This design comes from an exercise in tuning for small area, a short achievable clock period and few clock cycles on the open sky130 flow, not from production work.
Where RTL was checked, it was by simulation tests only, not by an equivalence proof against the original.
Power figures rest on the tool's default switching activity, not on a simulated workload.

== run a ==
// interp_pair
module interp_pair (
    input  wire        clk,
    input  wire        rst,
    input  wire        req_valid,
    output wire        req_ready,
    input  wire        req_unit,
    input  wire [4:0]  req_sel,
    input  wire [31:0] req_wdata,
    output reg         resp_valid,
    output reg  [31:0] resp_rdata
);
For scale: roughly 5,600 cells after synthesis, roughly 650 flip-flops, ~75 I/O pins.
export LEC_CHECK = 0
export CAP_MARGIN = 20
export CELL_PAD_IN_SITES_DETAIL_PLACEMENT = 0
export CELL_PAD_IN_SITES_GLOBAL_PLACEMENT = 1
export CORE_MARGIN = 2
export CORE_UTILIZATION = 38
export CTS_BUF_LIST = sky130_fd_sc_hd__clkbuf_8
export PLACE_DENSITY = 0.52
export SLEW_MARGIN = 20
export TNS_END_PERCENT = 30
create_clock -name core_clock -period 16.0 [get_ports {clk}]
standard.sh (not shown) runs the stock make flow with config.mk's settings and CLKGATE_MAP_FILE= SYNTH_SCRIPT=/design/flow/synth_recipe.tcl, a recipe that flattens the netlist after the stock synthesis.
==> flow/flow/run.sh <==
#!/bin/bash
set -euo pipefail
MARGIN=${MARGIN:-8}
bash standard.sh SETUP_SLACK_MARGIN=$MARGIN REMOVE_ABC_BUFFERS=1 finish > standard_make.log 2>&1
Run a | status: complete | timing, DRC, antenna: pass
Testbench counts of run a, summed over its fixed seeds: cycles 24,023.
--- input diff run a..run b ---
diff --git a/flow/design.v b/flow/design.v
--- a/flow/design.v
+++ b/flow/design.v
@@ -162,29 +162,31 @@
     wire z1_n   = rb1_n || rb2_n || rc1_n;                 
     wire clp_n  = u && c0_n[22];
     reg [22:0] c0, c1;            
     reg [5:0]  sidx0, sidx1;      
     reg [3:0]  isel0, isel1;      
     reg        do_blend, do_clamp, raw0, raw1, opw, opz0, opz1, opc1, cr0, cr1;
     reg [1:0]  f0, f1;
     reg [3:0]  rsel;              
     reg [1:0]  bs0, bs1, bs2;     
+    reg [3:0]  dw;                
     always @(posedge clk) begin
         c0       <= c0_n;
         c1       <= c1_n;
         sidx0    <= {1'b0, c0_n[14:10]} + {1'b0, c0_n[4:0]};
         sidx1    <= {1'b0, c1_n[14:10]} + {1'b0, c1_n[4:0]};
         isel0    <= z0_n ? 4'd0 :
                     {u & xs0_n & ~z1n[1], u & ~xs0_n & ~z1n[0],
                      ~u & xs0_n & ~z0n[1], ~u & ~xs0_n & ~z0n[0]};
         isel1    <= z1_n ? 4'd0 :
                     {u & ~c1_n[16] & ~z1n[1], u & c1_n[16] & ~z1n[0],
                      ~u & ~c1_n[16] & ~z0n[1], ~u & c1_n[16] & ~z0n[0]};
+        dw       <= {~u && s == 5'h1C, ~u && s == 5'h1F, ~u && s == 5'h13, ~u && s == 5'h12};
         bs0      <= {u & ~z1n[2], ~u & ~z0n[2]};
         bs1      <= {u & ~z1n[3], ~u & ~z0n[3]};
         bs2      <= {u & ~z1n[4], ~u & ~z0n[4]};
         do_blend <= ~u & c1_n[21] & ~pl1_n;
         do_clamp <= clp_n & ~pl0_n;
         raw0     <= wacc_n | racc_n | rb0_n | (c0_n[18] & ~clp_n & ~rr0_n);
         raw1     <= (c1_n[18] & ~rr1_n) | rb1_n | rc1_n;
         opw      <= wacc_n;
         opz0     <= racc_n | rr0_n;
@@ -229,34 +231,39 @@
     wire [31:0] full = b2 + sres0 + (do_blend ? 32'd0 : sres1);
     wire        csg   = c0[15];
     wire        below = (csg && (sres0[31] != b0[31])) ? sres0[31] : !sum0[32];
     wire [31:0] xcmp  = {sres0[31] ^ csg, sres0[30:0]};
     wire [31:0] b1cmp = {b1[31] ^ csg, b1[30:0]};
     wire        over  = xcmp > b1cmp;
     wire [31:0] clamp0 = below ? b0 : (over ? b1 : sres0);
     wire [7:0]  alpha = sres1[7:0];
     wire        bsgn  = c1[15];
-    wire        we0   = r_v && !r_u;
-    wire        wb01  = we0 && (r_sel == 5'h1F);
-    wire [31:0] nb0   = (we0 && r_sel == 5'h12) ? r_wd :
+    wire        wb0   = r_v && dw[0];
+    wire        wb1   = r_v && dw[1];
+    wire        wb01  = r_v && dw[2];
+    wire        wc1   = r_v && dw[3];
+    wire [31:0] nb0   = wb0 ? r_wd :
                         wb01 ? {{16{sg0_u0 & r_wd[15]}}, r_wd[15:0]} :
                         (b00 & {32{~z0[2]}});
-    wire [31:0] nb1   = (we0 && r_sel == 5'h13) ? r_wd :
+    wire [31:0] nb1   = wb1 ? r_wd :
                         wb01 ? {{16{c01s & r_wd[31]}}, r_wd[31:16]} :
                         (b01 & {32{~z0[3]}});
-    wire        nsg   = (we0 && r_sel == 5'h1C) ? r_wd[15] : (c01[15] & ~z0[6]);
-    wire [32:0] diff_n = {nsg & nb1[31], nb1} - {nsg & nb0[31], nb0};
+    wire        nsg   = wc1 ? r_wd[15] : (c01[15] & ~z0[6]);
+    wire [32:0] nb0x  = {nsg & nb0[31], nb0};
+    wire [32:0] nb1x  = {nsg & nb1[31], nb1};
+    wire [32:0] diff_n = nb1x - nb0x;
     reg  [32:0] diff;
-    reg  [34:0] diff3;            
-    always @(posedge clk) begin
-        diff  <= diff_n;
-        diff3 <= {{2{diff_n[32]}}, diff_n} + {diff_n[32], diff_n, 1'b0};
-    end
+    always @(posedge clk)
+        diff <= diff_n;
+    wire [34:0] diff3;
+    interp_ksadd #(.W(35)) u_diff3 (
+        .a({{2{diff[32]}}, diff}), .b({diff[32], diff, 1'b0}), .cin(1'b0), .s(diff3)
+    );
     wire [34:0] d1 = {{2{diff[32]}}, diff};
     wire [34:0] d2 = {diff[32], diff, 1'b0};
     wire [34:0] m0 = alpha[1] ? (alpha[0] ? diff3 : d2) : (alpha[0] ? d1 : 35'd0);
     wire [34:0] m1 = alpha[3] ? (alpha[2] ? diff3 : d2) : (alpha[2] ? d1 : 35'd0);
     wire [34:0] m2 = alpha[5] ? (alpha[4] ? diff3 : d2) : (alpha[4] ? d1 : 35'd0);
     wire [34:0] m3 = alpha[7] ? (alpha[6] ? diff3 : d2) : (alpha[6] ? d1 : 35'd0);
     wire [39:0] pp0 = {4'd0, ~m0[34], m0[33:0]} + 40'hAC_0000_0000;
     wire [39:0] pp1 = {2'd0, ~m1[34], m1[33:0], 2'd0};
     wire [39:0] pp2 = {~m2[34], m2[33:0], 4'd0};
==> comparison <==
- Run b: all stages complete, timing, DRC and antenna checks passed
- Run b ended with more final critical-path setup slack than run a.
- Run b vs run a: synthesized instance count down
- Side by side, post-DP HPWL turned out lower in run b than in run a.
- [compare] base=run a new=run b: area growth from synthesis to layout went up; post-CTS setup-driven buffer insertion count went up.
- Fraction of area in multi-input gates: run b < run a
- Between run a and run b, the flow reports first-iteration DRC count increasing slightly.
- | total power after layout | run b vs run a | 8.3% lower |
- Run b vs. run a: non-clock buffer count climbed about 16%, clock period minus worst slack dropped 0.20 ns, post-route fraction of the period consumed by the critical path dropped 1.2 points.
- Count of flip-flops and latches is higher on run a
- Compared with run a, in run b routing usage on met2 now larger, clock share of power now smaller.
Testbench counts of run b, summed over its fixed seeds: cycles 24,023.


== v6 ==
RTL: one of the versions met above, not the one the previous note started from.
Size: ~5,400 cells after synthesis, about 630 flip-flops, ~49,000 um2 of cells after synthesis.
Settings: LEC_CHECK=0, CAP_MARGIN=20, CELL_PAD_IN_SITES_DETAIL_PLACEMENT=1, CELL_PAD_IN_SITES_GLOBAL_PLACEMENT=2, CORE_MARGIN=2, CORE_UTILIZATION=30, CTS_BUF_LIST=sky130_fd_sc_hd__clkbuf_8, PLACE_DENSITY=0.45, SLEW_MARGIN=20, TNS_END_PERCENT=30; clock period 16.0 ns.
Scripts as last shown in full above: flow/flow/run.sh
Testbench counts of v6, summed over its fixed seeds: cycles 24,023.
Changes in v7 relative to v6:
-- flow/design.v --
<<< v6, line 252
    wire [32:0] nb1x  = {nsg & nb1[31], nb1};
    wire [32:0] diff_n = nb1x - nb0x;
    reg  [32:0] diff;
    always @(posedge clk)
        diff <= diff_n;
    wire [34:0] diff3;
    interp_ksadd #(.W(35)) u_diff3 (
        .a({{2{diff[32]}}, diff}), .b({diff[32], diff, 1'b0}), .cin(1'b0), .s(diff3)
    );
    wire [34:0] d1 = {{2{diff[32]}}, diff};
    wire [34:0] d2 = {diff[32], diff, 1'b0};
>>> v7, line 252
    wire [32:0] nb1x  = {nsg & nb1[31], nb1};
    wire [32:0] diff_n = nb1x - nb0x;
    wire [34:0] q1 = {{2{nb1x[32]}}, nb1x};
    wire [34:0] q2 = {nb1x[32], nb1x, 1'b0};
    wire [34:0] q3 = ~{{2{nb0x[32]}}, nb0x};
    wire [34:0] q4 = ~{nb0x[32], nb0x, 1'b0};
    wire [34:0] t1 = q1 ^ q2 ^ q3, u1 = {(q1 & q2) | (q1 & q3) | (q2 & q3), 1'b1};
    wire [34:0] t2 = t1 ^ u1 ^ q4, u2 = {(t1 & u1) | (t1 & q4) | (u1 & q4), 1'b1};
    reg  [32:0] diff;
    reg  [34:0] diff3;            
    always @(posedge clk) begin
        diff  <= diff_n;
        diff3 <= t2 + u2;
    end
    wire [34:0] d1 = {{2{diff[32]}}, diff};
    wire [34:0] d2 = {diff[32], diff, 1'b0};
v7 reports a lower power share of the combinational group than v6 does. Delta (v7 minus v6): non-clock buffer count decreased by about 16% relative to the old numbers; total setup violations reported at the end of the flow closely matched the old numbers; die area increased by 3.5% relative to the old numbers; number of hold violations in the final report closely matched the old numbers; power drawn by the clock network increased by about 8% relative to the old numbers. For v7, the leading cell type in the layout, fill and taps excluded was sky130_fd_sc_hd__nand2_1, unlike v6, where it was sky130_fd_sc_hd__nor2_1.
Only the layout flow was run in v7; the RTL was not checked for function there.


== indigo ==
Another version of the RTL of interp_pair (not shown whole).
Size in the first run: roughly 5700 cells after synthesis, roughly 650 flip-flops, ~52000 µm² of cells after synthesis.
Settings: LEC_CHECK=0, CAP_MARGIN=20, CELL_PAD_IN_SITES_DETAIL_PLACEMENT=1, CELL_PAD_IN_SITES_GLOBAL_PLACEMENT=2, CORE_MARGIN=2, CORE_UTILIZATION=30, CTS_BUF_LIST=sky130_fd_sc_hd__clkbuf_8, PLACE_DENSITY=0.45, SLEW_MARGIN=20, TNS_END_PERCENT=30; clock period 16.0 ns.
==> flow/flow/run.sh <==
#!/bin/bash
set -euo pipefail
MARGIN=${MARGIN:-8}
bash standard.sh SETUP_SLACK_MARGIN=$MARGIN finish > standard_make.log 2>&1
indigo was carried through to the last stage, and its layout satisfied the timing, DRC and antenna checks.
--- input diff indigo..harbor ---
--- a/flow/design.v
+++ b/flow/design.v
@@ -17,19 +17,19 @@
     assign overf  = |(shifted & above);
     assign result = (shifted & window) | (above & {32{sext}});
 endmodule
 module interp_ksadd #(parameter W = 32) (
     input  wire [W-1:0] a,
     input  wire [W-1:0] b,
     input  wire         cin,
     output wire [W-1:0] s
 );
-    localparam L = (W > 32) ? 6 : (W > 16) ? 5 : (W > 8) ? 4 : (W > 4) ? 3 : 2;
+    localparam L = $clog2(W);
     wire [W-1:0] g [0:L];
     wire [W-1:0] p [0:L];
     assign g[0] = (a & b) | ({{(W-1){1'b0}}, cin} & (a ^ b));
     assign p[0] = a ^ b;
     genvar i, k;
     generate
         for (k = 0; k < L; k = k + 1) begin : lvl
             for (i = 0; i < W; i = i + 1) begin : bit_
                 if (i >= (1 << k)) begin : comb
@@ -262,35 +262,25 @@
     wire [39:0] pp2 = {~m2[34], m2[33:0], 4'd0};
     wire [39:0] pp3 = {m3[33:0], 6'd0};
     wire [39:0] ppb = {b0, {8{bsgn & diff[32]}}};
     wire [39:0] s1 = pp0 ^ pp1 ^ pp2, k1 = {(pp0 & pp1) | (pp0 & pp2) | (pp1 & pp2), 1'b0};
     wire [39:0] s2 = pp3 ^ ppb ^ s1,  k2 = {(pp3 & ppb) | (pp3 & s1) | (ppb & s1), 1'b0};
     wire [39:0] s7 = s2 ^ k2 ^ k1,    k7 = {(s2 & k2) | (s2 & k1) | (k2 & k1), 1'b0};
     wire [39:0] bsum;
     interp_ksadd #(.W(40)) u_bsum (.a(s7), .b(k7), .cin(1'b0), .s(bsum));
     wire [31:0] blend1 = bsum[39:8];
-    wire        l0a = do_blend;                   
-    wire        l0c = !do_blend && do_clamp;      
-    wire        l0s = !do_blend && !do_clamp;     
-    wire [1:0]  l0f = do_blend ? 2'b00 : f0;      
-    wire [4:0]  n0 = cr0 ? {!do_blend, do_blend, 3'b000} : {2'b00, l0s, l0c, l0a};
-    wire [4:0]  n1 = cr1 ? {2'b00, l0s, l0c, l0a} : {!do_blend, do_blend, 3'b000};
-    wire [1:0]  nf0 = cr0 ? f1 : l0f;
-    wire [1:0]  nf1 = cr1 ? l0f : f1;
-    wire [4:0]  rs = ({5{rsel[0]}} & {2'b00, l0s, l0c, l0a}) |
-                     ({5{rsel[1]}} & {!do_blend, do_blend, 3'b000});
-    wire [1:0]  rf = ({2{rsel[0]}} & l0f) | ({2{rsel[1]}} & f1);
-    wire [31:0] a32 = {24'd0, alpha};
-    assign nacc0 = ({32{n0[0]}} & a32) | ({32{n0[1]}} & clamp0) | ({32{n0[2]}} & add0) |
-                   ({32{n0[3]}} & blend1) | ({32{n0[4]}} & add1) | {2'b00, nf0, 28'd0};
-    assign nacc1 = ({32{n1[0]}} & a32) | ({32{n1[1]}} & clamp0) | ({32{n1[2]}} & add0) |
-                   ({32{n1[3]}} & blend1) | ({32{n1[4]}} & add1) | {2'b00, nf1, 28'd0};
-    wire [31:0] rdata = ({32{rs[0]}} & a32) | ({32{rs[1]}} & clamp0) | ({32{rs[2]}} & add0) |
-                        ({32{rs[3]}} & blend1) | ({32{rs[4]}} & add1) | {2'b00, rf, 28'd0} |
+    wire [31:0] force0 = {2'b00, f0, 28'd0};
+    wire [31:0] force1 = {2'b00, f1, 28'd0};
+    wire [31:0] lane0 = do_blend ? {24'd0, alpha}
+                                 : ((do_clamp ? clamp0 : add0) | force0);
+    wire [31:0] lane1 = (do_blend ? blend1 : add1) | force1;
+    assign nacc0 = cr0 ? lane1 : lane0;
+    assign nacc1 = cr1 ? lane0 : lane1;
+    wire [31:0] rdata = ({32{rsel[0]}} & lane0) | ({32{rsel[1]}} & lane1) |
                         ({32{rsel[2]}} & full)  |
                         ({32{rsel[3]}} & {6'd0, overf, overf1, overf0, c0});
     always @(posedge clk) begin
         if (rst) resp_valid <= 1'b0;
         else     resp_valid <= r_v && !r_sel[4];
         resp_rdata <= rdata;
     end
 endmodule
Results
harbor ends up with higher sequential power share than indigo does. Relative area of non-clock buffer cells in the final design came out lower on harbor than on indigo. Compared with indigo, harbor shows a lower number of diodes. In the tables for indigo and harbor, hold slack reads higher with harbor. harbor ended with less cell area after synthesis than indigo. In the tables for indigo and harbor, required time of the critical path reads higher with harbor. The via count of harbor was superior to that of indigo. Going from indigo to harbor, the largest net degree at the start of global routing was found to have gone up by 13%. harbor against indigo: cell count dropped 290; met1 usage climbed 1.4 points; sequential share of layout area climbed 0.86 points. In the metrics for indigo and harbor, the one carrying the lower first-pass GRT wire length is harbor. Comparing indigo and harbor, the lower fraction of layout cells with a size suffix above 1 is on harbor. There was hardly any difference in clock period minus worst slack between harbor and indigo.
Function was not checked in any run of this note: the RTL went through the layout flow alone.


RTL: one of the versions met above, not the one the previous note started from.
Size: ~650 flip-flops, about 75 I/O pins.
clock: 16.0 ns
lec_check: 0
cap_margin: 20
cell_pad_in_sites_detail_placement: 1
cell_pad_in_sites_global_placement: 2
core_margin: 2
core_utilization: 30
place_density: 0.45
slew_margin: 20
Scripts as last shown in full above: flow/flow/run.sh
The first run completed without violations.
Testbench counts at the start, summed over its fixed seeds: cycles 24,023.
Change:
--- a/flow/design.v
+++ b/flow/design.v
@@ -20,13 +20,13 @@
 module interp_ksadd #(parameter W = 32) (
     input  wire [W-1:0] a,
     input  wire [W-1:0] b,
     input  wire         cin,
     output wire [W-1:0] s
 );
-    localparam L = (W > 32) ? 6 : (W > 16) ? 5 : (W > 8) ? 4 : (W > 4) ? 3 : 2;
+    localparam L = $clog2(W);
     wire [W-1:0] g [0:L];
     wire [W-1:0] p [0:L];
     assign g[0] = (a & b) | ({{(W-1){1'b0}}, cin} & (a ^ b));
     assign p[0] = a ^ b;
     genvar i, k;
     generate
@@ -236,38 +236,38 @@
     wire [7:0]  alpha = sres1[7:0];
     wire        bsgn  = c1[15];
     wire        we0   = r_v && !r_u;
     wire        wb01  = we0 && (r_sel == 5'h1F);
     wire [31:0] nb0   = (we0 && r_sel == 5'h12) ? r_wd :
                         wb01 ? {{16{sg0_u0 & r_wd[15]}}, r_wd[15:0]} :
-                        (b00 & {32{~z0[2]}});
+                        (b00 & {32{~z0n[2]}});
     wire [31:0] nb1   = (we0 && r_sel == 5'h13) ? r_wd :
                         wb01 ? {{16{c01s & r_wd[31]}}, r_wd[31:16]} :
-                        (b01 & {32{~z0[3]}});
-    wire        nsg   = (we0 && r_sel == 5'h1C) ? r_wd[15] : (c01[15] & ~z0[6]);
-    wire [32:0] diff_n = {nsg & nb1[31], nb1} - {nsg & nb0[31], nb0};
+                        (b01 & {32{~z0n[3]}});
+    wire        nsg   = (we0 && r_sel == 5'h1C) ? r_wd[15] : (c01[15] & ~z0n[6]);
     reg  [32:0] diff;
-    reg  [34:0] diff3;            
-    always @(posedge clk) begin
-        diff  <= diff_n;
-        diff3 <= {{2{diff_n[32]}}, diff_n} + {diff_n[32], diff_n, 1'b0};
-    end
-    wire [34:0] d1 = {{2{diff[32]}}, diff};
-    wire [34:0] d2 = {diff[32], diff, 1'b0};
-    wire [34:0] m0 = alpha[1] ? (alpha[0] ? diff3 : d2) : (alpha[0] ? d1 : 35'd0);
-    wire [34:0] m1 = alpha[3] ? (alpha[2] ? diff3 : d2) : (alpha[2] ? d1 : 35'd0);
-    wire [34:0] m2 = alpha[5] ? (alpha[4] ? diff3 : d2) : (alpha[4] ? d1 : 35'd0);
-    wire [34:0] m3 = alpha[7] ? (alpha[6] ? diff3 : d2) : (alpha[6] ? d1 : 35'd0);
-    wire [39:0] pp0 = {4'd0, ~m0[34], m0[33:0]} + 40'hAC_0000_0000;
-    wire [39:0] pp1 = {2'd0, ~m1[34], m1[33:0], 2'd0};
-    wire [39:0] pp2 = {~m2[34], m2[33:0], 4'd0};
-    wire [39:0] pp3 = {m3[33:0], 6'd0};
-    wire [39:0] ppb = {b0, {8{bsgn & diff[32]}}};
+    always @(posedge clk)
+        diff <= {nsg & nb1[31], nb1} - {nsg & nb0[31], nb0};
+    wire        dneg  = diff[32];
+    wire [39:0] pp0, pp1, pp2, pp3, pp4, pp5, pp6, pp7, ppb;
+    assign pp0 = {6'd0, ~(alpha[0] & dneg), (alpha[0] & dneg), {32{alpha[0]}} & diff[31:0]};
+    assign pp1 = {6'd0, ~(alpha[1] & dneg), {32{alpha[1]}} & diff[31:0], 1'd0};
+    assign pp2 = {5'd0, ~(alpha[2] & dneg), {32{alpha[2]}} & diff[31:0], 2'd0};
+    assign pp3 = {4'd0, ~(alpha[3] & dneg), {32{alpha[3]}} & diff[31:0], 3'd0};
+    assign pp4 = {3'd0, ~(alpha[4] & dneg), {32{alpha[4]}} & diff[31:0], 4'd0};
+    assign pp5 = {2'd0, ~(alpha[5] & dneg), {32{alpha[5]}} & diff[31:0], 5'd0};
+    assign pp6 = {1'd0, ~(alpha[6] & dneg), {32{alpha[6]}} & diff[31:0], 6'd0};
+    assign pp7 = {      ~(alpha[7] & dneg), {32{alpha[7]}} & diff[31:0], 7'd0};
+    assign ppb = {b0, {8{bsgn & dneg}}};
     wire [39:0] s1 = pp0 ^ pp1 ^ pp2, k1 = {(pp0 & pp1) | (pp0 & pp2) | (pp1 & pp2), 1'b0};
-    wire [39:0] s2 = pp3 ^ ppb ^ s1,  k2 = {(pp3 & ppb) | (pp3 & s1) | (ppb & s1), 1'b0};
-    wire [39:0] s7 = s2 ^ k2 ^ k1,    k7 = {(s2 & k2) | (s2 & k1) | (k2 & k1), 1'b0};
+    wire [39:0] s2 = pp3 ^ pp4 ^ pp5, k2 = {(pp3 & pp4) | (pp3 & pp5) | (pp4 & pp5), 1'b0};
+    wire [39:0] s3 = pp6 ^ pp7 ^ ppb, k3 = {(pp6 & pp7) | (pp6 & ppb) | (pp7 & ppb), 1'b0};
+    wire [39:0] s4 = s1 ^ k1 ^ s2,    k4 = {(s1 & k1) | (s1 & s2) | (k1 & s2), 1'b0};
+    wire [39:0] s5 = k2 ^ s3 ^ k3,    k5 = {(k2 & s3) | (k2 & k3) | (s3 & k3), 1'b0};
+    wire [39:0] s6 = s4 ^ k4 ^ s5,    k6 = {(s4 & k4) | (s4 & s5) | (k4 & s5), 1'b0};
+    wire [39:0] s7 = s6 ^ k6 ^ k5,    k7 = {(s6 & k6) | (s6 & k5) | (k6 & k5), 1'b0};
     wire [39:0] bsum;
     interp_ksadd #(.W(40)) u_bsum (.a(s7), .b(k7), .cin(1'b0), .s(bsum));
     wire [31:0] blend1 = bsum[39:8];
     wire [31:0] force0 = {2'b00, f0, 28'd0};
     wire [31:0] force1 = {2'b00, f1, 28'd0};
     wire [31:0] lane0 = do_blend ? {24'd0, alpha}
Outcome:
- clock-buffer cell count is lower by 7
- final cell count is lower slightly
- clock power went up by a few percent
- combinational power is lower by a quarter to a third
- non-clock buffer count is higher by 40
- via count falls slightly
- total power is lower by a few percent
- setup slack degrades by 72 ps
- wire length barely changes
- global-route usage hardly moves
- cell area came out higher slightly
- sequential power drops by roughly a tenth
- first-iteration DRC count goes down by a few percent
- clock skew falls by 5.1 ps
No functional check of the RTL was part of the second run of this note.

-- static timing again, ports no longer ideal --
The results above use ideal ports. As a check the final layouts listed here were re-extracted and re-timed, cells and wires unchanged.
Step 1 assumes that a clkbuf_16 drives the clock port and a buf_2 every other input.
Step 2 adds t to the input delays and takes it off the output delays; t is the mean of the earliest and latest rising clock arrival at the registers after step 1. Input paths then give back, and output paths get back, about the clock's delay inside the block.
Slacks: ideal / step 1 / step 2; pairs: ideal / step 1.
run	t (ns)	setup slack, ns	worst hold slack (ns)	worst setup path after step 2	worst slew at a driven data input, ns
run a	0.967	7.668 / 7.668 / 7.668	0.453 / 0.453 / 0.453	register to register	0.04
run b	0.945	7.865 / 7.865 / 7.865	0.454 / 0.454 / 0.454	register to register	0.05
v6	0.990	7.809 / 7.809 / 7.809	0.450 / 0.450 / 0.450	register to register	0.11
v7	1.014	7.610 / 7.610 / 7.610	0.452 / 0.452 / 0.452	register to register	0.05
indigo	1.000	7.904 / 7.904 / 7.904	0.444 / 0.444 / 0.444	register to register	0.04
harbor	1.006	7.902 / 7.902 / 7.902	0.450 / 0.450 / 0.450	register to register	0.04
the first run of note 4	0.815	7.882 / 7.882 / 7.882	0.451 / 0.451 / 0.451	register to register	0.04
the second run of note 4	0.812	7.811 / 7.811 / 7.480	0.450 / 0.450 / 0.450	input to register	0.06
After both steps every run listed still meets setup and hold. For the second run of note 4, which loses most, drivers alone change the setup slack by 0.000 ns; drivers and shift together by -0.331 ns.
